Context: an optimization exercise on an open-source flow, tuned for small area. The choices shown serve that exercise and are no tape-out recipe. In this exercise RTL edits were held to simulation tests only and were not proved equivalent to the original. Power is estimated from default activity; no workload was simulated.

**flow/config.mk**
```make
export PLATFORM = sky130hd
export DESIGN_NAME = tms6100_core
export DESIGN_NICKNAME = tms6100_core
export VERILOG_FILES = /design/flow/design.v
export SDC_FILE = /design/flow/constraint.sdc
export NUM_CORES = 4
export LEC_CHECK = 0
export CAP_MARGIN = 20
export CORE_MARGIN = 2
export CORE_UTILIZATION = 40
export SLEW_MARGIN = 20
```
**flow/constraint.sdc**
```tcl
create_clock -name core_clock -period 12.0 [get_ports {clk}]
set_input_delay 2.4000 -clock core_clock [delete_from_list [all_inputs] [get_ports {clk}]]
set_output_delay 2.4000 -clock core_clock [all_outputs]
set_load 0.01 [all_outputs]
```
**flow/design.v**
```verilog
module tms6100_core (
    input  wire        clk,
    input  wire        rst,         
    input  wire        m0,
    input  wire        m1,
    input  wire        hclk,
    input  wire [3:0]  add,
    output wire        data_low,    
    input  wire        rise_ie,
    input  wire        fall_ie,
    input  wire        act_clr,
    output reg         act,
    input  wire        cfg_we,
    input  wire [5:0]  cfg_addr,
    input  wire [15:0] cfg_wdata,
    output wire [15:0] mem_addr,
    input  wire [7:0]  mem_rdata
);
    reg        bank_map  [0:15];
    reg [2:0]  bank_desc [0:15];
    reg [15:0] desc_base [0:7];
    reg [14:0] desc_win  [0:7];
    reg [14:0] desc_len  [0:7];
    always @(posedge clk) begin
        if (cfg_we) begin
            case (cfg_addr[5:3])
                3'b000, 3'b001: begin
                    bank_map[cfg_addr[3:0]]  <= cfg_wdata[3];
                    bank_desc[cfg_addr[3:0]] <= cfg_wdata[2:0];
                end
                3'b100: desc_base[cfg_addr[2:0]] <= cfg_wdata;
                3'b101: desc_win[cfg_addr[2:0]]  <= cfg_wdata[14:0];
                3'b110: desc_len[cfg_addr[2:0]]  <= cfg_wdata[14:0];
                default: ;
            endcase
        end
    end
    localparam [2:0] S_INIT  = 3'd0,
                     S_ADDR  = 3'd1,
                     S_DUMMY = 3'd2,
                     S_READY = 3'd3,
                     S_AOOB  = 3'd4;
    localparam [2:0] X_IDLE  = 3'd0,
                     X_FETCH = 3'd1,    
                     X_FDATA = 3'd2,    
                     X_IND0  = 3'd3,    
                     X_IND1  = 3'd4,    
                     X_IND2  = 3'd5;    
    reg [19:0] addr;
    reg [2:0]  nib_count;
    reg [2:0]  pstate;
    reg [7:0]  out_byte;
    reg [2:0]  bit_index;
    reg [2:0]  pending;       
    reg        out_en;
    reg        out_latch;
    reg [2:0]  xstate;
    reg [7:0]  ptr_lo;
    reg        m0_q, m1_q, hclk_q;
    wire m0_rise  = m0 & ~m0_q & rise_ie;
    wire m1_rise  = m1 & ~m1_q & rise_ie;
    wire hclk_fall = ~hclk & hclk_q & fall_ie;
    wire [3:0]  bank_a   = addr[17:14];
    wire [13:0] off_a    = addr[13:0];
    wire        map_a    = bank_map[bank_a];
    wire [2:0]  desc_a   = bank_desc[bank_a];
    wire        inwin_a  = {1'b0, off_a} < desc_win[desc_a];
    wire        pad_a    = {1'b0, off_a} >= desc_len[desc_a];
    wire        ok_a     = map_a & inwin_a;
    wire [7:0]  byte_a   = pad_a ? 8'h00 : mem_rdata;
    wire [15:0] phys_a   = desc_base[desc_a] + {2'b00, off_a};
    wire [19:0] addr_p1  = addr + 20'd1;
    wire [3:0]  bank_b   = addr_p1[17:14];
    wire [13:0] off_b    = addr_p1[13:0];
    wire        map_b    = bank_map[bank_b];
    wire [2:0]  desc_b   = bank_desc[bank_b];
    wire        inwin_b  = {1'b0, off_b} < desc_win[desc_b];
    wire        pad_b    = {1'b0, off_b} >= desc_len[desc_b];
    wire        ok_b     = map_b & inwin_b;
    wire [7:0]  byte_b   = pad_b ? 8'h00 : mem_rdata;
    wire [15:0] phys_b   = desc_base[desc_b] + {2'b00, off_b};
    wire [19:0] addr_nib = {add, addr[19:4]};
    wire        map_nib  = bank_map[addr_nib[17:14]];
    assign mem_addr = (xstate == X_IND1) ? phys_b : phys_a;
    assign data_low = out_en & ~out_latch;
    always @(posedge clk) begin
        m0_q   <= m0;
        m1_q   <= m1;
        hclk_q <= hclk;
        if (rst) begin
            addr      <= 20'd0;
            nib_count <= 3'd0;
            pstate    <= S_INIT;
            out_byte  <= 8'h00;
            bit_index <= 3'd0;
            pending   <= 3'b000;
            out_en    <= 1'b0;
            out_latch <= 1'b1;
            act       <= 1'b0;
            xstate    <= X_IDLE;
            ptr_lo    <= 8'h00;
        end else begin
            if (act_clr)
                act <= 1'b0;
            if (m1_rise) begin
                out_en     <= 1'b0;
                pending[0] <= 1'b1;
                act        <= 1'b1;
            end
            if (m0_rise) begin
                act <= 1'b1;
                case (pstate)
                    S_INIT, S_ADDR: begin
                        pstate    <= S_INIT;
                        nib_count <= 3'd0;
                        addr      <= 20'd0;
                        bit_index <= 3'd0;
                        out_en    <= 1'b0;
                    end
                    S_DUMMY: pending[1] <= 1'b1;
                    S_READY: begin
                        out_latch  <= out_byte[bit_index];
                        pending[2] <= 1'b1;
                    end
                    default: begin   
                        pending[2] <= 1'b1;
                        out_en     <= 1'b0;
                    end
                endcase
            end
            if (hclk_fall) begin
                pending <= 3'b000;
                case (pending)
                    3'b000: ;
                    3'b001: begin    
                        addr <= addr_nib;
                        if (nib_count == 3'd4) begin
                            nib_count <= 3'd0;
                            if (map_nib) begin
                                pstate <= S_DUMMY;
                            end else begin
                                pstate    <= S_AOOB;
                                bit_index <= 3'd0;
                                out_en    <= 1'b0;
                            end
                        end else begin
                            nib_count <= nib_count + 3'd1;
                            pstate    <= S_ADDR;
                        end
                    end
                    3'b010: xstate <= X_FETCH;       
                    3'b011: xstate <= X_IND0;        
                    3'b100: begin                    
                        if (bit_index == 3'd7) begin
                            addr   <= addr_p1;
                            xstate <= X_FETCH;
                        end else begin
                            bit_index <= bit_index + 3'd1;
                        end
                    end
                    default: begin                   
                        pstate    <= S_INIT;
                        nib_count <= 3'd0;
                        addr      <= 20'd0;
                        bit_index <= 3'd0;
                        out_en    <= 1'b0;
                    end
                endcase
            end
            case (xstate)
                X_FETCH: xstate <= X_FDATA;
                X_FDATA: begin
                    xstate    <= X_IDLE;
                    bit_index <= 3'd0;
                    if (ok_a) begin
                        out_byte <= byte_a;
                        pstate   <= S_READY;
                        out_en   <= 1'b1;
                    end else begin
                        pstate   <= S_AOOB;
                        out_en   <= 1'b0;
                    end
                end
                X_IND0: begin
                    if (map_a) begin
                        xstate <= X_IND1;
                    end else begin
                        xstate    <= X_IDLE;
                        pstate    <= S_INIT;
                        nib_count <= 3'd0;
                        addr      <= 20'd0;
                        bit_index <= 3'd0;
                        out_en    <= 1'b0;
                    end
                end
                X_IND1: begin
                    ptr_lo <= ok_a ? byte_a : 8'h00;
                    if (map_b) begin
                        xstate <= X_IND2;
                    end else begin
                        xstate    <= X_IDLE;
                        pstate    <= S_INIT;
                        nib_count <= 3'd0;
                        addr      <= 20'd0;
                        bit_index <= 3'd0;
                        out_en    <= 1'b0;
                    end
                end
                X_IND2: begin
                    addr   <= {addr[19:14], (ok_b ? byte_b[5:0] : 6'd0), ptr_lo};
                    xstate <= X_FETCH;
                end
                default: ;
            endcase
        end
    end
endmodule
```
**flow/run.sh**
```bash
#!/bin/bash
# synth_recipe.tcl (not shown) runs the flow's synth.tcl, then flattens the netlist and writes it again
# the make line also repeats each setting of config.mk as NAME=value (left out here)
make -C /OpenROAD-flow-scripts/flow DESIGN_CONFIG=/design/flow/config.mk WORK_HOME=/design/flow/orfs CLKGATE_MAP_FILE= SYNTH_SCRIPT=/design/flow/synth_recipe.tcl finish
```
==> run notes <==
==> synth_stat cells, drive strengths merged (8+ instances only) <==
master,number
nor2,121
o21ai,72
dfxtp,61
a211oi,35
clkbuf,66
and3,35
a21oi,65
nand2b,11
buf,65
edfxtp,432
nand3b,9
o21bai,8
ha,89
mux2i,113
xnor2,30
a31oi,31
nand3,171
a22oi,29
nand4,19
nor4,8
a21o,24
mux2,23
inv,29
o31ai,10
xor2,13
nand2,391
a32oi,10
nor2b,18
nor3,20
mux4,118
==> worst max-delay path: cells and delay by family, from the launching register on <==
family                     cells  cell delay (ps)
and+or+nand+nor                9             1870
buffers and inverters          1              580
AOI/OAI and AO/OA              7             1470
xor gates and xnor gates       2              490
adders and majority gates      2              670
muxes                          4             1400
DFF                            1              560
==> power by group <==
| part | leakage (nW) | total [W] | internal, W | switching (W) |
|---|---|---|---|---|
| clock | 0.908 | 0.00176 | 0.00104 | 0.000715 |
| sequential | 4.38 | 0.00189 | 0.00188 | 0.00000866 |
| combinational | 5.47 | 0.000158 | 0.0000549 | 0.000103 |
| total | 10.8 | 0.00380 | 0.00297 | 0.000826 |
==> through the flow <==
step           total power [W]  utilization (%)  worst slack [ps]
6_report              0.003799            45.65              1861
5_1_grt               0.003896            45.65              1192
4_1_cts               0.003823            45.64              1808
3_5_place_dp          0.002079            42.80              2521
3_3_place_gp          0.002075            42.79              2680
2_1_floorplan         0.001998                -              3879
==> kinds of logic after synthesis <==
kind of cell | Yosys count
flip-flops | 493
XOR/XNOR | 43
adder cells (fa/ha/maj) | 91
buffers and inverters | 160
AND/OR/NAND/NOR | 822
multiplexers | 254
AO/OA/AOI/OAI | 327
==> layout make-up <==
type	count	share of cell area, %
sequential	493	47.47
clock buffer	65	4.762
tap	864	3.615
multi-input combinational	1537	38.86
clock inverter	35	1.460
inverter	29	0.3640
timing repair buffer	116	3.465
==> worst max path at each step <==
| stage | from | end | depth (start not counted) |
|---|---|---|---|
| 2_1_floorplan | flop | mem_addr[14] | 22 |
| 3_3_place_gp | addr[1] | mem_addr[13] | 25 |
| 3_5_place_dp | addr[1] | mem_addr[13] | 25 |
| 4_1_cts | addr[1] | mem_addr[13] | 25 |
| 5_1_grt | addr[1] | mem_addr[13] | 25 |
| 6_report | addr[1] | mem_addr[13] | 25 |
==> registers in the layout, indices dropped and copies added, names as in the netlist, 3 cells and up, named ones only <==
register	cells
desc_base	128
desc_len	120
desc_win	120
bank_desc	48
addr	20
bank_map	16
out_byte	8
ptr_lo	8
bit_index	3
nib_count	3
pending	3
pstate	3
xstate	3
==> metal layers <==
metal  vias to the layer above  track usage [%]  wire length [um]
met1                      9536            32.23             33860
li1                       8427                -                 -
met2                       781            38.33             37760
met4                         2            8.238              2786
met5                         -                0                15
met3                       162            3.642              6118
==> impl_metrics.json <==
{
  "hold_viol": 0,
  "dp.cells": 3039,
  "rr_worst_depth": 26,
  "post_dp_cell_area_sq_um": 28040,
  "nFillCells": 5793,
  "die_x_um": 260.9,
  "grt_pass1_vias": 18520,
  "multiInputGateArea_sq_um": 11620,
  "yosys.area_share.simple_pct": 14.06,
  "core-area_sq_um": 65510,
  "r2r_start": "addr[1]",
  "period_share_pct": 84.49,
  "final_cell_mix": "edfxtp_1 (432), nand2_1 (390), nand3_1 (169), mux4_2 (116), nor2_1 (113)",
  "netlist_top_cells_area": "edfxtp_1 (49%), mux4_2 (10%), nand2_1 (5.5%)",
  "root_buffer": "clkbuf_16",
  "ir_drop_uv": 99.46,
  "synth_top_area_share_pct": 49.14,
  "antenna_found_initial": 1,
  "num_vias": 18910,
  "cpPeakStageDelay_ps": 700,
  "dieArea_sq_um": 68070,
  "ff2ff_setup_slack_ps": 4430,
  "cts.sinks": 493,
  "grt_pass1_wl_mm": 119.1,
  "io_pins": 61,
  "drc": 0,
  "relSlewSlack_pct": 19.92,
  "synthAdderAreaFrac_pct": 4.370,
  "cts_buffers": 54,
  "overflow": 0,
  "grt_use_total_pct": 23.58,
  "cpMaxStageDelayCell": "mux2_4",
  "synth-seq-area-share_pct": 53.76,
  "die_y_um": 260.9,
  "clock_path_buffers": 3,
  "hold_end": "out_byte[5]",
  "hold_buffers": 0,
  "cp_max_fo": 52,
  "cts_tree": "built",
  "p_leak_nw": 10.75,
  "holdPathStages": 2,
  "ctsHtreeMaxLevel": 2,
  "critPathCaptureType": "output port",
  "tightest_slew_ps": 1193,
  "diodes": 0,
  "synth_cells": 2190,
  "cts_resized": 0,
  "skew_ps": 27.60,
  "finalInstanceArea_sq_um": 29900,
  "ys_seq_elements": 493,
  "mostFrequentLayoutCell": "edfxtp_1",
  "outcome": "no timing/DRC/antenna violations",
  "nNetsFinal": 2365,
  "synth_compound_area_share_pct": 8.398,
  "setup_viol": 0,
  "num_rows": 94,
  "regToRegEndpoint": "addr[9]",
  "clk_pin_slew_ps": 70,
  "crit_arrival_ps": 7740,
  "gp_congestion": 0.9062,
  "fin_cells": 3139,
  "yosysWarnings": 1,
  "drv_slew": 0,
  "wl_per_cell_um": 25.66,
  "firstDrtPassIters": 7,
  "yosysUniqueCellTypes": 73,
  "rsz0062_at_grt": "no",
  "async_reset_ff_share_pct": 0,
  "ys.flop_type": "edfxtp_1",
  "power_density_nw_per_um2": 127.1,
  "crit_type": "reg -> out",
  "cp.required_ps": 9600,
  "cap_viol_max_count": 0,
  "area_growth_pct": 13.27,
  "synth_mux_area_share_pct": 15.35,
  "drt_iter0_markers": 2035,
  "worst_skew_pair.late_latency_ps": 650,
  "syn_nets": 2324,
  "whs_ps": 450.6,
  "initial_core_util_pct": 40.30,
  "synth_edf_count": 432,
  "wirelength_mm": 80.54,
  "drive_gt1_share_pct": 14.29,
  "port_buffers": 60,
  "post_cts_buffers": 0,
  "hold_start": "out_byte[5]",
  "hold_path_class": "reg -> reg",
  "start_kind": "flop",
  "critPathMostFrequentCell": "mux2i_1",
  "register_area_sq_um": 14190,
  "netlist_area_sq_um": 26400,
  "synth_top_family_by_area": "multiplexers",
  "fmax_mhz": 98.63,
  "synth_area_per_cell_sq_um": 12.05,
  "fin_tns_setup_ps": 0,
  "synth-xor-area-share_pct": 1.512,
  "postRouteAntennaNets": 0,
  "dp_hpwl_mm": 52.00,
  "vias_per_cell": 6.024,
  "grt_max_degree": 123,
  "period_minus_slack_ps": 10140,
  "yosysTopAreaCell": "edfxtp_1"
}

## re-timing with driven ports
Ports are ideal in the flow. The routed layout listed here was re-timed in OpenROAD. Step 1 (the two cells are an assumption about what drives the block):
set clk [get_ports {clk}]
set_driving_cell -lib_cell sky130_fd_sc_hd__clkbuf_16 $clk
set_driving_cell -lib_cell sky130_fd_sc_hd__buf_2 [delete_from_list [all_inputs] $clk]
Step 2 also shifts input and output timing later by t, the mid clock arrival at the registers, as if the neighbouring blocks saw the same clock. Slacks: no drivers / after step 1 / after step 2; pairs: no drivers / after step 1.
shift t [ns]: 0.691
slack for setup (ns): 1.861 / 1.796 / 2.487
worst slew at a driven data input, ns: 0.09
pins driven straight from the clock port: 1
After both steps this run still meets setup and hold. The setup slack of this run moves by -0.065 ns with the drivers and by +0.626 ns with both steps.
